Background: an optimization exercise with open tools, aiming at a short achievable clock period. Do not read the settings as production practice. The RTL was checked by simulation tests, not by an equivalence proof against the original design. Power and IR drop assume default switching activity.

`flow/run.sh`:
```
#!/bin/bash
# synth_recipe.tcl (not shown) runs the flow's synth.tcl, then flattens the netlist and writes it again
# the make line also repeats each setting of config.mk as NAME=value (left out here)
make -C /OpenROAD-flow-scripts/flow DESIGN_CONFIG=/design/flow/config.mk WORK_HOME=/design/flow/orfs CLKGATE_MAP_FILE= SYNTH_SCRIPT=/design/flow/synth_recipe.tcl finish
```
`flow/config.mk`:
```
export PLATFORM = sky130hd
export DESIGN_NAME = mwf1_rx
export DESIGN_NICKNAME = mwf1_rx
export VERILOG_FILES = /design/flow/design.v
export SDC_FILE = /design/flow/constraint.sdc
export NUM_CORES = 4
export LEC_CHECK = 0
export CAP_MARGIN = 20
export CORE_MARGIN = 2
export CORE_UTILIZATION = 40
export PLACE_DENSITY = 0.6
export SLEW_MARGIN = 20
```
`flow/constraint.sdc`:
```
create_clock -name core_clock -period 4.0 [get_ports {clk}]
set_input_delay 0.8000 -clock core_clock [delete_from_list [all_inputs] [get_ports {clk}]]
set_output_delay 0.8000 -clock core_clock [all_outputs]
set_load 0.01 [all_outputs]
```
`flow/design.v`:
```
module mwf1_crc32 (
    input  wire [31:0] s,
    input  wire [7:0]  b,
    output reg  [31:0] o
);
    integer i;
    reg [31:0] t;
    always @* begin
        t = s ^ {24'd0, b};
        for (i = 0; i < 8; i = i + 1) begin
            if (t[0])
                t = (t >> 1) ^ 32'hEDB88320;
            else
                t = t >> 1;
        end
        o = t;
    end
endmodule
module mwf1_rx (
    input  wire        clk,
    input  wire        rst,
    input  wire        rx_valid,
    input  wire [7:0]  rx_data,
    output wire        rx_ready,
    output wire        tx_valid,
    output wire [7:0]  tx_data,
    input  wire        tx_ready,
    output wire        pay_we,
    output wire [14:0] pay_addr,
    output wire [7:0]  pay_wdata,
    output wire        frm_valid,
    output wire [14:0] frm_len,
    input  wire        frm_ready,
    output wire [1:0]  st_phase,
    output wire [1:0]  st_rx_state
);
    localparam [31:0] FB     = 32'd26928;
    localparam [31:0] MAXLEN = FB + 32'd9;
    localparam [15:0] T_MAGIC = 16'd48;
    localparam [15:0] T_LEN   = 16'd32;
    localparam [15:0] T_PAY   = 16'd40000;
    localparam [15:0] T_CRC   = 16'd32;
    localparam [1:0] PH_RECEIVE  = 2'd1;
    localparam [1:0] PH_DISPATCH = 2'd2;
    localparam [1:0] PH_ACK      = 2'd3;
    localparam [1:0] S_SEEK = 2'd0;
    localparam [1:0] S_LEN  = 2'd1;
    localparam [1:0] S_PAY  = 2'd2;
    localparam [1:0] S_CRC  = 2'd3;
    reg [1:0]  phase;
    reg [1:0]  rx_state;
    reg [7:0]  win [0:3];
    reg [2:0]  win_cnt;
    reg [31:0] fld_acc;
    reg [1:0]  fld_cnt;
    reg [31:0] frm_len_r;
    reg [14:0] pay_cnt;
    reg [31:0] crc;
    reg [15:0] tmr;
    reg [7:0]  ack_q [0:2];
    reg [1:0]  ack_cnt;
    wire rx_fire  = rx_valid && (phase == PH_RECEIVE);
    wire tx_fire  = tx_ready && (ack_cnt != 2'd0);
    wire frm_fire = frm_ready && (phase == PH_DISPATCH);
    wire [31:0] crc_next;
    mwf1_crc32 u_crc (.s(crc), .b(rx_data), .o(crc_next));
    wire [31:0] field = fld_acc | ({24'd0, rx_data} << {fld_cnt, 3'b000});
    wire        len_ok = (field >= 32'd9) && (field <= MAXLEN);
    wire        crc_ok = (field == ~crc);
    wire        pay_last = ({17'd0, pay_cnt} + 32'd1) == frm_len_r;
    reg [7:0] w0, w1, w2, w3;
    always @* begin
        w0 = win[0];
        w1 = win[1];
        w2 = win[2];
        w3 = win[3];
        case (win_cnt)
            3'd0: w0 = rx_data;
            3'd1: w1 = rx_data;
            3'd2: w2 = rx_data;
            default: w3 = rx_data;
        endcase
    end
    wire magic_hit = (win_cnt == 3'd3) &&
                     (w0 == 8'h4D) && (w1 == 8'h57) && (w2 == 8'h46) && (w3 == 8'h31);
    reg [15:0] t_bound;
    always @* begin
        case (rx_state)
            S_SEEK:  t_bound = T_MAGIC;
            S_LEN:   t_bound = T_LEN;
            S_PAY:   t_bound = T_PAY;
            default: t_bound = T_CRC;
        endcase
    end
    wire expire = (phase == PH_RECEIVE) && !rx_valid && (tmr >= t_bound) &&
                  ((rx_state != S_SEEK) || (win_cnt != 3'd0));
    wire [15:0] tmr_inc = (tmr == 16'hFFFF) ? tmr : tmr + 16'd1;
    always @(posedge clk) begin
        if (rst) begin
            phase     <= PH_RECEIVE;
            rx_state  <= S_SEEK;
            win_cnt   <= 3'd0;
            fld_acc   <= 32'd0;
            fld_cnt   <= 2'd0;
            frm_len_r <= 32'd0;
            pay_cnt   <= 15'd0;
            crc       <= 32'hFFFFFFFF;
            tmr       <= 16'd0;
            ack_cnt   <= 2'd0;
        end else begin
            case (phase)
                PH_RECEIVE: begin
                    if (rx_fire) begin
                        tmr <= tmr_inc;
                        case (rx_state)
                            S_SEEK: begin
                                tmr <= 16'd0;
                                if (win_cnt == 3'd3) begin
                                    if (magic_hit) begin
                                        win_cnt  <= 3'd0;
                                        fld_acc  <= 32'd0;
                                        fld_cnt  <= 2'd0;
                                        rx_state <= S_LEN;
                                    end else begin
                                        win[0] <= w1;
                                        win[1] <= w2;
                                        win[2] <= w3;
                                    end
                                end else begin
                                    win[0]  <= w0;
                                    win[1]  <= w1;
                                    win[2]  <= w2;
                                    win[3]  <= w3;
                                    win_cnt <= win_cnt + 3'd1;
                                end
                            end
                            S_LEN: begin
                                if (fld_cnt == 2'd3) begin
                                    fld_cnt <= 2'd0;
                                    if (len_ok) begin
                                        frm_len_r <= field;
                                        pay_cnt   <= 15'd0;
                                        crc       <= 32'hFFFFFFFF;
                                        rx_state  <= S_PAY;
                                        tmr       <= 16'd0;
                                    end else begin
                                        ack_q[0] <= 8'h45;
                                        ack_q[1] <= 8'h52;
                                        ack_q[2] <= 8'h4C;
                                        ack_cnt  <= 2'd3;
                                        phase    <= PH_ACK;
                                        rx_state <= S_SEEK;
                                        win_cnt  <= 3'd0;
                                        tmr      <= 16'd0;
                                    end
                                end else begin
                                    fld_acc <= field;
                                    fld_cnt <= fld_cnt + 2'd1;
                                end
                            end
                            S_PAY: begin
                                crc     <= crc_next;
                                pay_cnt <= pay_cnt + 15'd1;
                                if (pay_last) begin
                                    fld_acc  <= 32'd0;
                                    fld_cnt  <= 2'd0;
                                    rx_state <= S_CRC;
                                    tmr      <= 16'd0;
                                end
                            end
                            default: begin  
                                if (fld_cnt == 2'd3) begin
                                    fld_cnt  <= 2'd0;
                                    rx_state <= S_SEEK;
                                    win_cnt  <= 3'd0;
                                    tmr      <= 16'd0;
                                    if (crc_ok) begin
                                        phase <= PH_DISPATCH;
                                    end else begin
                                        ack_q[0] <= 8'h45;
                                        ack_q[1] <= 8'h52;
                                        ack_q[2] <= 8'h43;
                                        ack_cnt  <= 2'd3;
                                        phase    <= PH_ACK;
                                    end
                                end else begin
                                    fld_acc <= field;
                                    fld_cnt <= fld_cnt + 2'd1;
                                end
                            end
                        endcase
                    end else if (expire) begin
                        rx_state <= S_SEEK;
                        win_cnt  <= 3'd0;
                        fld_cnt  <= 2'd0;
                        tmr      <= 16'd0;
                    end else begin
                        tmr <= tmr_inc;
                    end
                end
                PH_DISPATCH: begin
                    if (frm_fire) begin
                        ack_q[0] <= 8'h4F;
                        ack_q[1] <= 8'h4B;
                        ack_cnt  <= 2'd2;
                        phase    <= PH_ACK;
                    end
                end
                default: begin  
                    if (tx_fire) begin
                        ack_q[0] <= ack_q[1];
                        ack_q[1] <= ack_q[2];
                        ack_cnt  <= ack_cnt - 2'd1;
                        if (ack_cnt == 2'd1)
                            phase <= PH_RECEIVE;
                    end
                end
            endcase
        end
    end
    assign rx_ready    = (phase == PH_RECEIVE);
    assign tx_valid    = (ack_cnt != 2'd0);
    assign tx_data     = ack_q[0];
    assign pay_we      = rx_fire && (rx_state == S_PAY);
    assign pay_addr    = pay_cnt;
    assign pay_wdata   = rx_data;
    assign frm_valid   = (phase == PH_DISPATCH);
    assign frm_len     = frm_len_r[14:0];
    assign st_phase    = phase;
    assign st_rx_state = rx_state;
endmodule
```
==> flow_metrics.py <==
metrics = {
    "power_and_ir_drop": {
        "vdd_drop_max_uv": 243,
        "p_per_area_nw_per_um2": 374,
        "power.leakage_nw": 4.40,
    },
    "placement": {
        "place.detailed.hpwl_um": 21800,
        "place_inst": 1553,
        "dpl_cell_area_um2": 11500,
        "place_congestion": 0.954,
        "io_buffers": 63,
    },
    "cts": {
        "cts_setup_buffers": 0,
        "cts_made_buffers": 17,
        "post_cts_resized": 0,
        "cts-hold-fix-buffers": 0,
        "clkTransAtPathRegs_ns": 0.07,
        "htree_levels": 4,
        "cts_sinks": 182,
        "cts_root_buffer": "clkbuf_16",
        "cts_tree": "yes",
        "insertion_delay_ns": 0.44,
        "clock_path_buffers": 2,
    },
    "route": {
        "vias": 9073,
        "wl_um": 30100,
        "first_pass_iters": 5,
        "drc": 0,
        "wl_per_cell_um": 19.0,
        "avgViaCountPerCell": 5.72,
        "antenna_left": 0,
        "drt-initial-drc-count": 929,
    },
    "hold_path": {
        "hp-class": "reg2reg",
    },
    "final_layout": {
        "postLayoutCellArea_um2": 12100,
        "finalNetCount": 1269,
        "stdcell_count": 1585,
        "num_antenna_cells": 0,
        "drive_gt1_frac": 0.0944,
        "area_delta_synth_final_pct": 15.8,
    },
    "global_routing": {
        "grt_pass1_wl_um": 48100,
        "grt_max_degree": 50,
        "groute.usage.overall": 0.226,
        "grt_pass1_vias": 8543,
        "antenna_found_initial": 0,
        "grt_remaining_overflow": 0,
    },
    "setup_path": {
        "crit_type": "in2reg",
        "rrSetupSlack_ns": 0.52,
        "arrival_ns": 3.76,
        "end_kind": "flip-flop",
        "worstPathMaxFanout": 10,
        "required_ns": 4.19,
        "start_kind": "input port",
    },
    "floorplanning": {
        "core_area_um2": 25800,
        "ioPinCount": 67,
        "dieArea_um2": 27400,
        "start_util": 0.404,
        "die_y_um": 166,
        "fp.dieW_um": 166,
        "row_count": 59,
    },
    "yosys": {
        "yosys.cell_types.count": 76,
        "async_flop_share": 0,
        "synth_warnings": 4,
        "synth.top_cell.area_share": 0.264,
        "synth_top_area_cell": "dfxtp_1",
        "synthFlopType": "dfxtp_1",
        "synthTopCellsByArea": "dfxtp_1, edfxtp_1, xnor2_1",
        "synthTopCellsByCount": "dfxtp_1, nor2_1, nand2_1, xnor2_1, a21oi_1",
        "synth_seq_area_share": 0.391,
        "avgSynthCellArea_um2": 8.73,
        "synth_edf_count": 44,
        "synth_seq_cells": 182,
        "postSynthCellCount": 1196,
        "syn-cell-area_um2": 10400,
        "yosysMostFrequentCell": "dfxtp_1",
    },
    "sta": {
        "finalSetupTns_ns": 0,
        "post-route-period-util": 0.891,
        "slew_viol_final": 0,
        "slew_headroom": 0.337,
        "fin_crit_ns": 3.57,
        "worstMarginPinSlew_ns": 0.987,
        "setup_viol": 0,
        "final-hold-violation-count": 0,
        "skew_ns": 0.0124,
        "max_clock_freq_ghz": 0.280,
        "timing.hold.ws_ns": 0.452,
        "rsz0062_at_grt": "false",
    },
    "job": {
        "cap_violations": 0,
    },
    "outcome": {
        "outcome": "complete, no violations",
    },
}
-- stage by stage --
stage / power, W / utilization / setup WS [ns]
after detailed placement: 0.00287 / 0.446 / 0.0247
after global placement: 0.00287 / 0.446 / 0.00298
after global routing: 0.00472 / 0.468 / 0.252
after floorplan: 0.00266 / - / 0.0269
final: 0.00453 / 0.468 / 0.434
after CTS: 0.00455 / 0.468 / 0.480
-- report_power, final --
group | switching (W) | internal, W | total, W | leakage, nW
combinational | 0.000475 | 0.000348 | 0.000823 | 2.61
clock | 0.000821 | 0.000861 | 0.00168 | 0.279
sequential | 0.0000493 | 0.00197 | 0.00202 | 1.51
-- cells in the final DEF (no fill, tap or decap), drive strengths merged, types with 7 or more instances in the layout --
cell type	instances
or4	8
mux2	9
o22ai	36
nor2	106
buf	58
and3	11
clkdlybuf4s50	62
a21o	14
nand4	21
dfxtp	138
nand2b	22
xor2	27
o31a	7
a22o	12
nor2b	10
nor3	44
nor4	26
nand2	87
edfxtp	44
a222oi	8
a31oi	51
a21oi	57
nand3	20
and2	24
mux2i	31
xnor2	79
ha	19
o21ai	37
a211oi	18
inv	57
clkbuf	18
-- logic make-up after synthesis --
family | count (synthesis) | share of synthesized area
AO/OA/AOI/OAI | 284 | 0.182
XOR/XNOR | 107 | 0.0912
adder cells (fa/ha/maj) | 19 | 0.0228
buffers and inverters | 148 | 0.0665
flip-flops | 182 | 0.391
multiplexers | 40 | 0.0398
other | 2 | 0.000719
AND/OR/NAND/NOR | 414 | 0.206
-- final cells by class --
type	count	area, um2
Fill cell	2520	13700
Sequential cell	182	4080
Timing Repair Buffer	120	1140
Inverter	49	184
Multi-Input combinational cell	867	5690
Clock buffer	18	450
Clock inverter	14	130
Tap cell	335	419
-- worst max-delay path: stages --
cell and delay, ns:
clkdlybuf4s50_1 0.55, buf_4 0.18, a21o_1 0.15, o22ai_1 0.08
a2111oi_0 0.45, or4b_2 0.64, nor4b_2 0.41, a21o_1 0.24
nor2_1 0.05, buf_4 0.20
-- routing by layer --
metal,global-route usage,share of wire,vias to the layer above
met5,0,0,-
met4,0.0701,0.017,0
met3,0.0277,0.054,37
met2,0.364,0.46,289
met1,0.316,0.47,4334
li1,-,-,4413
-- registers in the layout (all words and copies together) (netlist names) --
register   flops
ack_cnt        2
ack_q         12
win           32
tmr           16
win_cnt        3
crc           32
rx_state       2
phase          2
fld_cnt        2
fld_acc       32
pay_cnt       15
frm_len_r     32
-- worst paths after layout --
check                startpoint            end  depth (start not counted)
setup / recovery     rx_data[2]    ack_q[0][1]                         10
hold / removal    frm_len_r[22]  frm_len_r[22]                          1
setup reg to reg     fld_cnt[1]    ack_q[0][1]                          8
hold reg to reg   frm_len_r[22]  frm_len_r[22]                          1

==> separate check: timing with driven ports <==
Ports are ideal in the flow. The routed layout listed here was re-timed in OpenROAD.
Step 1: set_driving_cell puts a clkbuf_16 on clk and a buf_2 on each other input, an assumption about the parent block.
Step 2 times the ports against the registers' clock, not the clock port: input delays grow and output delays shrink by t, the midpoint of the rising clock arrivals with the driver on.
Slacks: ideal / step 1 / step 2; pairs: ideal / step 1.
shift t [ns]: 0.481
setup slack, ns: 0.434 / 0.455 / -0.026
worst hold slack (ns): 0.452 / 0.452 / 0.452
slew at the worst register clock pin (ns): 0.08 / 0.08
With both steps, setup timing fails in this run, where it was met with ideal ports. The setup slack of this run moves by +0.021 ns with the drivers and by -0.460 ns with both steps.
